Context: an optimization exercise on an open-source flow, tuned for small area, a short achievable clock period and few clock cycles. The choices shown serve that exercise and are no tape-out recipe.
The RTL was checked by simulation tests, not by an equivalence proof against the original design.
Power and IR drop assume default switching activity.

File: design/flow/design.v
module felics_phased (
    input  wire [7:0] v,
    input  wire [7:0] dlt,
    output reg  [8:0] code,
    output reg  [3:0] len
);
    reg [8:0] n;
    reg [3:0] m;
    reg [9:0] pow;       
    reg [9:0] bn;        
    reg [9:0] an;        
    reg [9:0] vr;        
    integer i;
    always @* begin
        n = {1'b0, dlt} + 9'd1;
        m = 4'd0;
        for (i = 0; i < 9; i = i + 1)
            if (n[i]) m = i[3:0];
        pow = 10'd1 << m;
        bn  = (pow << 1) - {1'b0, n};
        an  = {1'b0, n} - bn;
        vr  = {2'b00, v} + ({1'b0, n} - pow);
        if (vr >= {1'b0, n})
            vr = vr - {1'b0, n};
        if (vr < an) begin
            code = vr[8:0] + {bn[7:0], 1'b0};
            len  = m + 4'd1;
        end else begin
            code = vr[8:0] - an[8:0];
            len  = m;
        end
    end
endmodule
module felics_ksel (
    input  wire [119:0] row,     
    output reg  [2:0]   k
);
    reg [19:0] best;
    integer i;
    always @* begin
        k    = 3'd0;
        best = row[19:0];
        for (i = 1; i < 6; i = i + 1) begin
            if (row[20*i +: 20] <= best) begin
                best = row[20*i +: 20];
                k    = i[2:0];
            end
        end
    end
endmodule
module felics_update (
    input  wire [119:0] row,
    input  wire [7:0]   v,
    output reg  [119:0] row_new
);
    reg [19:0] sum [0:5];
    reg [19:0] mn;
    integer i;
    always @* begin
        for (i = 0; i < 6; i = i + 1)
            sum[i] = row[20*i +: 20] + {12'd0, v >> i} + 20'd1 + i[19:0];
        mn = sum[0];
        for (i = 1; i < 6; i = i + 1)
            if (sum[i] < mn) mn = sum[i];
        for (i = 0; i < 6; i = i + 1)
            row_new[20*i +: 20] = (mn >= 20'd1024) ? (sum[i] >> 1) : sum[i];
    end
endmodule
module felics_enc (
    input  wire         clk,
    input  wire         rst,
    input  wire         start,
    input  wire [7:0]   width,       
    input  wire [15:0]  height,      
    output wire         idle,
    input  wire         pix_valid,
    input  wire [7:0]   pix_data,
    output wire         pix_ready,
    output wire         tbl_re,
    output wire [7:0]   tbl_raddr,
    input  wire [119:0] tbl_rdata,
    output wire         tbl_we,
    output wire [7:0]   tbl_waddr,
    output wire [119:0] tbl_wdata,
    output reg          out_valid,
    output reg  [7:0]   out_data
);
    localparam S_IDLE  = 4'd0;
    localparam S_CLEAR = 4'd1;
    localparam S_HDR   = 4'd2;
    localparam S_PIX   = 4'd3;
    localparam S_CODE  = 4'd4;
    localparam S_TCALC = 4'd6;
    localparam S_EMIT1 = 4'd7;
    localparam S_EMITZ = 4'd8;
    localparam S_EMIT2 = 4'd9;
    localparam S_NEXT  = 4'd10;
    localparam S_PAD   = 4'd11;
    reg [3:0]  state;
    reg [7:0]  w_r;
    reg [15:0] h_r;
    reg [15:0] row;
    reg [7:0]  col;
    reg [1:0]  seen;         
    reg [7:0]  cnt;          
    reg [7:0]  hist [0:127];
    reg [6:0]  wp;
    reg [7:0]  p_r, l_r, h_lim;
    reg [9:0]  f1_val;
    reg [3:0]  f1_len;
    reg [7:0]  zrun;
    reg [5:0]  f2_val;
    reg [2:0]  f2_len;
    reg [6:0]  acc;
    reg [2:0]  bcnt;
    assign idle      = (state == S_IDLE);
    assign pix_ready = (state == S_PIX);
    wire [7:0] back1  = hist[wp - 7'd1];
    wire [7:0] back2  = hist[wp - 7'd2];
    wire [7:0] backw  = hist[wp - w_r[6:0]];
    wire [7:0] backw1 = hist[wp - w_r[6:0] + 7'd1];
    reg [7:0] nb_a, nb_b;
    always @* begin
        if (row == 16'd0 || w_r == 8'd1) begin
            nb_a = back1;
            nb_b = back2;
        end else if (col == 8'd0) begin
            nb_a = backw;
            nb_b = backw1;
        end else begin
            nb_a = backw;
            nb_b = back1;
        end
    end
    wire [7:0] dlt = h_lim - l_r;
    wire [8:0] ph_code;
    wire [3:0] ph_len;
    felics_phased u_phased (
        .v    (p_r - l_r),
        .dlt  (dlt),
        .code (ph_code),
        .len  (ph_len)
    );
    wire       below_c = (p_r < l_r);
    wire [7:0] mag_c   = below_c ? (l_r - p_r - 8'd1) : (p_r - h_lim - 8'd1);
    reg        below;
    reg  [7:0] mag;
    always @(posedge clk) begin
        if (state == S_CODE) begin
            below <= below_c;
            mag   <= mag_c;
        end
    end
    wire [2:0]   k_sel;
    wire [119:0] row_new;
    felics_ksel u_ksel (
        .row (tbl_rdata),
        .k   (k_sel)
    );
    felics_update u_update (
        .row     (tbl_rdata),
        .v       (mag),
        .row_new (row_new)
    );
    wire [7:0] rice_q = mag >> k_sel;
    wire [4:0] rice_r = mag[4:0] & ((5'd1 << k_sel) - 5'd1);
    assign tbl_re    = (state == S_CODE) && !(p_r >= l_r && p_r <= h_lim);
    assign tbl_raddr = dlt;
    reg          wb_pend;
    reg  [7:0]   wb_addr;
    reg  [119:0] wb_row;
    always @(posedge clk) begin
        if (rst)
            wb_pend <= 1'b0;
        else
            wb_pend <= (state == S_TCALC);
        if (state == S_TCALC) begin
            wb_addr <= dlt;
            wb_row  <= row_new;
        end
    end
    assign tbl_we    = (state == S_CLEAR) || wb_pend;
    assign tbl_waddr = (state == S_CLEAR) ? cnt : wb_addr;
    assign tbl_wdata = (state == S_CLEAR) ? 120'd0 : wb_row;
    reg [7:0] hdr_byte;
    always @* begin
        case (cnt[3:0])
            4'd0:    hdr_byte = 8'h46;
            4'd1:    hdr_byte = 8'h4C;
            4'd2:    hdr_byte = 8'h43;
            4'd3:    hdr_byte = 8'h53;
            4'd9:    hdr_byte = w_r;
            4'd12:   hdr_byte = h_r[15:8];
            4'd13:   hdr_byte = h_r[7:0];
            default: hdr_byte = 8'h00;
        endcase
    end
    reg emit_bit;
    always @* begin
        case (state)
            S_EMIT1: emit_bit = f1_val[f1_len - 4'd1];
            S_EMIT2: emit_bit = f2_val[f2_len - 3'd1];
            default: emit_bit = 1'b0;
        endcase
    end
    wire emitting = (state == S_EMIT1) || (state == S_EMITZ) || (state == S_EMIT2);
    wire last_sample = (row == h_r - 16'd1) && (col == w_r - 8'd1);
    always @(posedge clk) begin
        if (state == S_PIX && pix_valid)
            hist[wp] <= pix_data;
    end
    always @(posedge clk) begin
        if (rst) begin
            state     <= S_IDLE;
            out_valid <= 1'b0;
            out_data  <= 8'd0;
            acc       <= 7'd0;
            bcnt      <= 3'd0;
            wp        <= 7'd0;
            cnt       <= 8'd0;
            row       <= 16'd0;
            col       <= 8'd0;
            seen      <= 2'd0;
            w_r       <= 8'd1;
            h_r       <= 16'd1;
        end else begin
            out_valid <= 1'b0;
            if (emitting) begin
                if (bcnt == 3'd7) begin
                    out_valid <= 1'b1;
                    out_data  <= {acc, emit_bit};
                end
                acc  <= {acc[5:0], emit_bit};
                bcnt <= bcnt + 3'd1;
            end
            case (state)
                S_IDLE: begin
                    if (start) begin
                        w_r   <= width;
                        h_r   <= height;
                        row   <= 16'd0;
                        col   <= 8'd0;
                        seen  <= 2'd0;
                        cnt   <= 8'd0;
                        state <= S_CLEAR;
                    end
                end
                S_CLEAR: begin
                    cnt <= cnt + 8'd1;
                    if (cnt == 8'd255)
                        state <= S_HDR;
                end
                S_HDR: begin
                    out_valid <= 1'b1;
                    out_data  <= hdr_byte;
                    if (cnt[3:0] == 4'd13)
                        state <= S_PIX;
                    cnt <= cnt + 8'd1;
                end
                S_PIX: begin
                    if (pix_valid) begin
                        p_r   <= pix_data;
                        l_r   <= (nb_a < nb_b) ? nb_a : nb_b;
                        h_lim <= (nb_a < nb_b) ? nb_b : nb_a;
                        wp    <= wp + 7'd1;
                        if (seen != 2'd2) begin
                            seen   <= seen + 2'd1;
                            f1_val <= {2'b00, pix_data};
                            f1_len <= 4'd8;
                            zrun   <= 8'd0;
                            f2_len <= 3'd0;
                            state  <= S_EMIT1;
                        end else begin
                            state  <= S_CODE;
                        end
                    end
                end
                S_CODE: begin
                    if (p_r >= l_r && p_r <= h_lim) begin
                        f1_val <= (10'd1 << ph_len) | {1'b0, ph_code};
                        f1_len <= ph_len + 4'd1;
                        zrun   <= 8'd0;
                        f2_len <= 3'd0;
                        state  <= S_EMIT1;
                    end else begin
                        state  <= S_TCALC;
                    end
                end
                S_TCALC: begin
                    f1_val <= {8'd0, 1'b0, ~below};
                    f1_len <= 4'd2;
                    zrun   <= rice_q;
                    f2_val <= (6'd1 << k_sel) | {1'b0, rice_r};
                    f2_len <= k_sel + 3'd1;
                    state  <= S_EMIT1;
                end
                S_EMIT1: begin
                    f1_len <= f1_len - 4'd1;
                    if (f1_len == 4'd1) begin
                        if (zrun != 8'd0)
                            state <= S_EMITZ;
                        else if (f2_len != 3'd0)
                            state <= S_EMIT2;
                        else
                            state <= S_NEXT;
                    end
                end
                S_EMITZ: begin
                    zrun <= zrun - 8'd1;
                    if (zrun == 8'd1)
                        state <= S_EMIT2;
                end
                S_EMIT2: begin
                    f2_len <= f2_len - 3'd1;
                    if (f2_len == 3'd1)
                        state <= S_NEXT;
                end
                S_NEXT: begin
                    if (last_sample) begin
                        state <= S_PAD;
                    end else begin
                        if (col == w_r - 8'd1) begin
                            col <= 8'd0;
                            row <= row + 16'd1;
                        end else begin
                            col <= col + 8'd1;
                        end
                        state <= S_PIX;
                    end
                end
                S_PAD: begin
                    if (bcnt != 3'd0) begin
                        out_valid <= 1'b1;
                        out_data  <= {acc, 1'b0} << (3'd7 - bcnt);
                    end
                    acc   <= 7'd0;
                    bcnt  <= 3'd0;
                    state <= S_IDLE;
                end
                default: state <= S_IDLE;
            endcase
        end
    end
endmodule
File: design/flow/run.sh
#!/bin/bash
# synth_recipe.tcl (not shown) runs the flow's synth.tcl, then flattens the netlist and writes it again
# the make line also repeats each setting of config.mk as NAME=value (left out here)
make -C /OpenROAD-flow-scripts/flow DESIGN_CONFIG=/design/flow/config.mk WORK_HOME=/design/flow/orfs CLKGATE_MAP_FILE= SYNTH_SCRIPT=/design/flow/synth_recipe.tcl finish
File: design/flow/config.mk
export PLATFORM = sky130hd
export DESIGN_NAME = felics_enc
export DESIGN_NICKNAME = felics_enc
export VERILOG_FILES = /design/flow/design.v
export SDC_FILE = /design/flow/constraint.sdc
export NUM_CORES = 4
export LEC_CHECK = 0
export CAP_MARGIN = 20
export CORE_MARGIN = 2
export CORE_UTILIZATION = 40
export PLACE_DENSITY = 0.6
export SLEW_MARGIN = 20
File: design/flow/constraint.sdc
create_clock -name core_clock -period 20.0 [get_ports {clk}]
set_input_delay 4.0000 -clock core_clock [delete_from_list [all_inputs] [get_ports {clk}]]
set_output_delay 4.0000 -clock core_clock [all_outputs]
set_load 0.01 [all_outputs]
==> flow_metrics.env <==
export IMPL_hold_violations=0
export IMPL_cp_slowest_cell="clkdlybuf4s50_1"
export IMPL_avgRoutedWirePerCell_microns=32.4
export IMPL_num_fill_cells=20100
export IMPL_dpl_cell_count=9573
export IMPL_worstHoldStart="acc[5]$_SDFFE_PP0N_"
export IMPL_status="timing/DRC/antenna clean"
export IMPL_worstPathRequired_ps=20540
export IMPL_fin_nets=7249
export IMPL_synthCells=6437
export IMPL_rr_worst_depth=69
export IMPL_start_util_pct=40.1
export IMPL_maxCapViolations=0
export IMPL_design_area_sq_um=105000
export IMPL_crit_path_frequent_cell="ha_1"
export IMPL_max_stage_delay_ps=600
export IMPL_period_needed_ps=19210
export IMPL_row_count=177
export IMPL_startpoint_type="input pin"
export IMPL_vias=64500
export IMPL_slew_headroom_pct=18.8
export IMPL_gp_congestion=0.971
export IMPL_final_max_slew_viol_count=0
export IMPL_p_leak_nw=35.6
export IMPL_grt_pass1_vias=63400
export IMPL_synth_edf_count=1216
export IMPL_yosysSeqAreaShare_pct=41.2
export IMPL_rrSetupSlack_ps=3570
export IMPL_ys_types=94
export IMPL_overflow=0
export IMPL_pin_count=305
export IMPL_synth_main_ff_cell="edfxtp_1"
export IMPL_clock_latency_ps=840
export IMPL_worst_slew_pin_slew_ps=1210
export IMPL_critPathTopFamily="compound AO/OA/AOI/OAI gates"
export IMPL_whs_endpoint="acc[5]$_SDFFE_PP0N_"
export IMPL_synthArstFlopShare_pct=0
export IMPL_clock_skew_ps=48.8
export IMPL_ir_drop_uv=224
export IMPL_dieHeight_microns=486
export IMPL_cts_tree="yes"
export IMPL_fin_crit_sh_pct=96.0
export IMPL_die_area_sq_um=236000
export IMPL_rsz0062_at_grt="no"
export IMPL_clock_root_buffer="clkbuf_16"
export IMPL_port_buffers=304
export IMPL_worst_hold_slack_ps=495
export IMPL_hpwl_microns=227000
export IMPL_synth_area_leaders="edfxtp_1 (39%), mux4_2 (32%), ha_1 (5.2%), mux2i_1 (2.3%), dfxtp_1 (1.9%)"
export IMPL_hold_path_class="reg -> reg"
export IMPL_p_total_w=0.0133
export IMPL_fmax_mhz=52.1
export IMPL_synth_area_per_cell_sq_um=14.4
export IMPL_netlist_area_sq_um=93000
export IMPL_placed_area_sq_um=100000
export IMPL_syn_nets=6997
export IMPL_grt_antenna_before_repair=17
export IMPL_ctsResizeCount=0
export IMPL_wirelength_microns=319000
export IMPL_path_clk_slew_ps=60
export IMPL_vias_per_cell=6.54
export IMPL_crit_arrival_ps=19750
export IMPL_crit_buf_inv=9
export IMPL_hold_buffers=0
export IMPL_postCtsSetupRepairBufs=0
export IMPL_core_area_sq_um=232000
export IMPL_cts_max_level=4
export IMPL_ys_warn_count=5
export IMPL_tns_ps=0
export IMPL_cts_buffer_depth=3
export IMPL_endpoint_kind="flip-flop"
export IMPL_cts_sinks=1305
export IMPL_gr_usage_all_layers_pct=26.7
export IMPL_cts_buffers=153
export IMPL_area_growth_pct=13.3
export IMPL_ant_nets=0
export IMPL_dr_first_iter_drc_count=7582
export IMPL_rr_endpoint="wb_row[98]$_DFFE_PP_"
export IMPL_critPathMaxFanout=26
export IMPL_setup_viol=0
export IMPL_yosys_top_cells_count="mux4_2 (1316), edfxtp_1 (1216), ha_1 (384), nor2_1 (377), inv_1 (305)"
export IMPL_drive_gt1_share_pct=28.1
export IMPL_final_cell_count_no_fill=9861
export IMPL_criticalPathCategory="in -> reg"
export IMPL_post_route_drc_count=0
export IMPL_die_x_microns=486
export IMPL_grt_max_degree=121
export IMPL_r2r_start="mag[2]$_DFFE_PP_"
export IMPL_synth_area_leader_cell="edfxtp_1"
export IMPL_grt_pass1_wl_microns=460000
export IMPL_synth_top_area_share_pct=39.3
export IMPL_first_pass_iters=6
export IMPL_ys_ff_latch=1305
export IMPL_p_per_area_nw_per_um2=126
export IMPL_yosysMostFrequentCell="mux4_2"
export IMPL_hold_path_depth=2
-- worst min-delay path: cells and delay by family (launching register included) --
kind               cells  cell delay, ps
DFF                    1             340
and+or+nand+nor        1              60
AOI/OAI and AO/OA      1              50
-- registers in the layout, indices dropped and copies added, names as in the netlist, 10 cells and up --
name and flops:
f1_val 10, wb_row 120, h_r 16, hist 1024, row 16
-- layout make-up --
cell class	count	area [sq um]	area share [%]
Multi-Input combinational cell	4390	52100	49.4
Antenna cell	2	5.00	0.00475
Inverter	306	1160	1.10
Timing Repair Buffer	533	4920	4.67
Tap cell	3043	3810	3.61
Clock inverter	93	1030	0.982
Clock buffer	189	4050	3.84
Sequential cell	1305	38300	36.3
-- worst max-delay path by stage --
stage                  start                   end  slack (ps)  cells after the start
4_1_cts        tbl_rdata[21]  wb_row[98]$_DFFE_PP_        1170                     70
6_report       tbl_rdata[21]  wb_row[98]$_DFFE_PP_         790                     70
3_3_place_gp    tbl_rdata[5]   f2_val[2]$_DFFE_PP_         330                     77
5_1_grt        tbl_rdata[21]  wb_row[98]$_DFFE_PP_           3                     70
3_5_place_dp   tbl_rdata[21]  wb_row[98]$_DFFE_PP_         330                     70
2_1_floorplan   tbl_rdata[5]   f2_val[2]$_DFFE_PP_        1680                     86
-- through the flow --
stage,utilization (%),setup WS (ps)
finish,45.5,794
global route,45.5,3.04
CTS,45.4,1170
detailed placement,43.2,332
global placement,43.2,334
floorplan,-,1680
-- cells by family after synthesis --
logic type               count (synthesis)  synth area share [%]
AO/OA/AOI/OAI                          821                  5.57
XOR/XNOR                               251                  2.39
other                                    1               0.00403
AND/OR/NAND/NOR                       1284                  6.78
flip-flops                            1305                  41.2
multiplexers                          1627                  35.4
adder cells (fa/ha/maj)                406                  5.62
buffers and inverters                  742                  3.10
-- metal layers --
metal	wire [microns]	share of wire, %	track usage, %	vias up
li1	-	-	-	26800
met1	121000	38	35.0	33100
met2	150000	47	42.5	3921
met3	34100	11	6.72	628
met4	14600	4.6	11.1	12
met5	94	0.029	0	-
-- power breakdown --
part	internal, W	leakage [nW]	switching, W
clock	0.00164	2.45	0.00122
sequential	0.00302	11.7	0.0000464
combinational	0.00323	21.5	0.00411
total	0.00789	35.6	0.00537
-- cells in the final DEF (no fill, tap or decap), types with 31 or more instances in the layout --
cell and count:
mux4_2 1316, edfxtp_1 1216, ha_1 380, nor2_1 364
inv_1 304, nand2_1 299, clkdlybuf4s50_1 295, a21oi_1 283
buf_4 222, mux2i_1 213, nor2b_1 203, o21ai_0 168
clkbuf_16 155, xnor2_1 144, xor2_1 91, dfxtp_1 87
nand3_1 86, a21o_1 85, nand4_1 76, mux2_2 62
a211oi_1 48, nor3_1 47, nand2b_1 46, mux2_1 35
and3_1 33, clkinv_1 31
Testbench counts, summed over its fixed seeds: cycles 349,078.

## afterwards: timing with drivers on the ports
Ports are ideal in the flow. The routed layout listed here was re-timed in OpenROAD.
Step 1: set_driving_cell puts a clkbuf_16 on clk and a buf_2 on each other input, an assumption about the parent block.
Step 2 times the ports against the registers' clock, not the clock port: input delays grow and output delays shrink by t, the midpoint of the rising clock arrivals with the driver on.
Three values: ideal ports, drivers, drivers and shift; two values: the first two.
t, ns: 0.925
setup WS [ns]: 0.794 / 0.863 / -0.062
slew at the worst register clock pin (ns): 0.06 / 0.06
worst slew at a driven data input, ns: 0.17
Met with ideal ports but missed after step 2: setup timing in this run. The setup slack of this run moves by +0.069 ns with the drivers and by -0.856 ns with both steps.
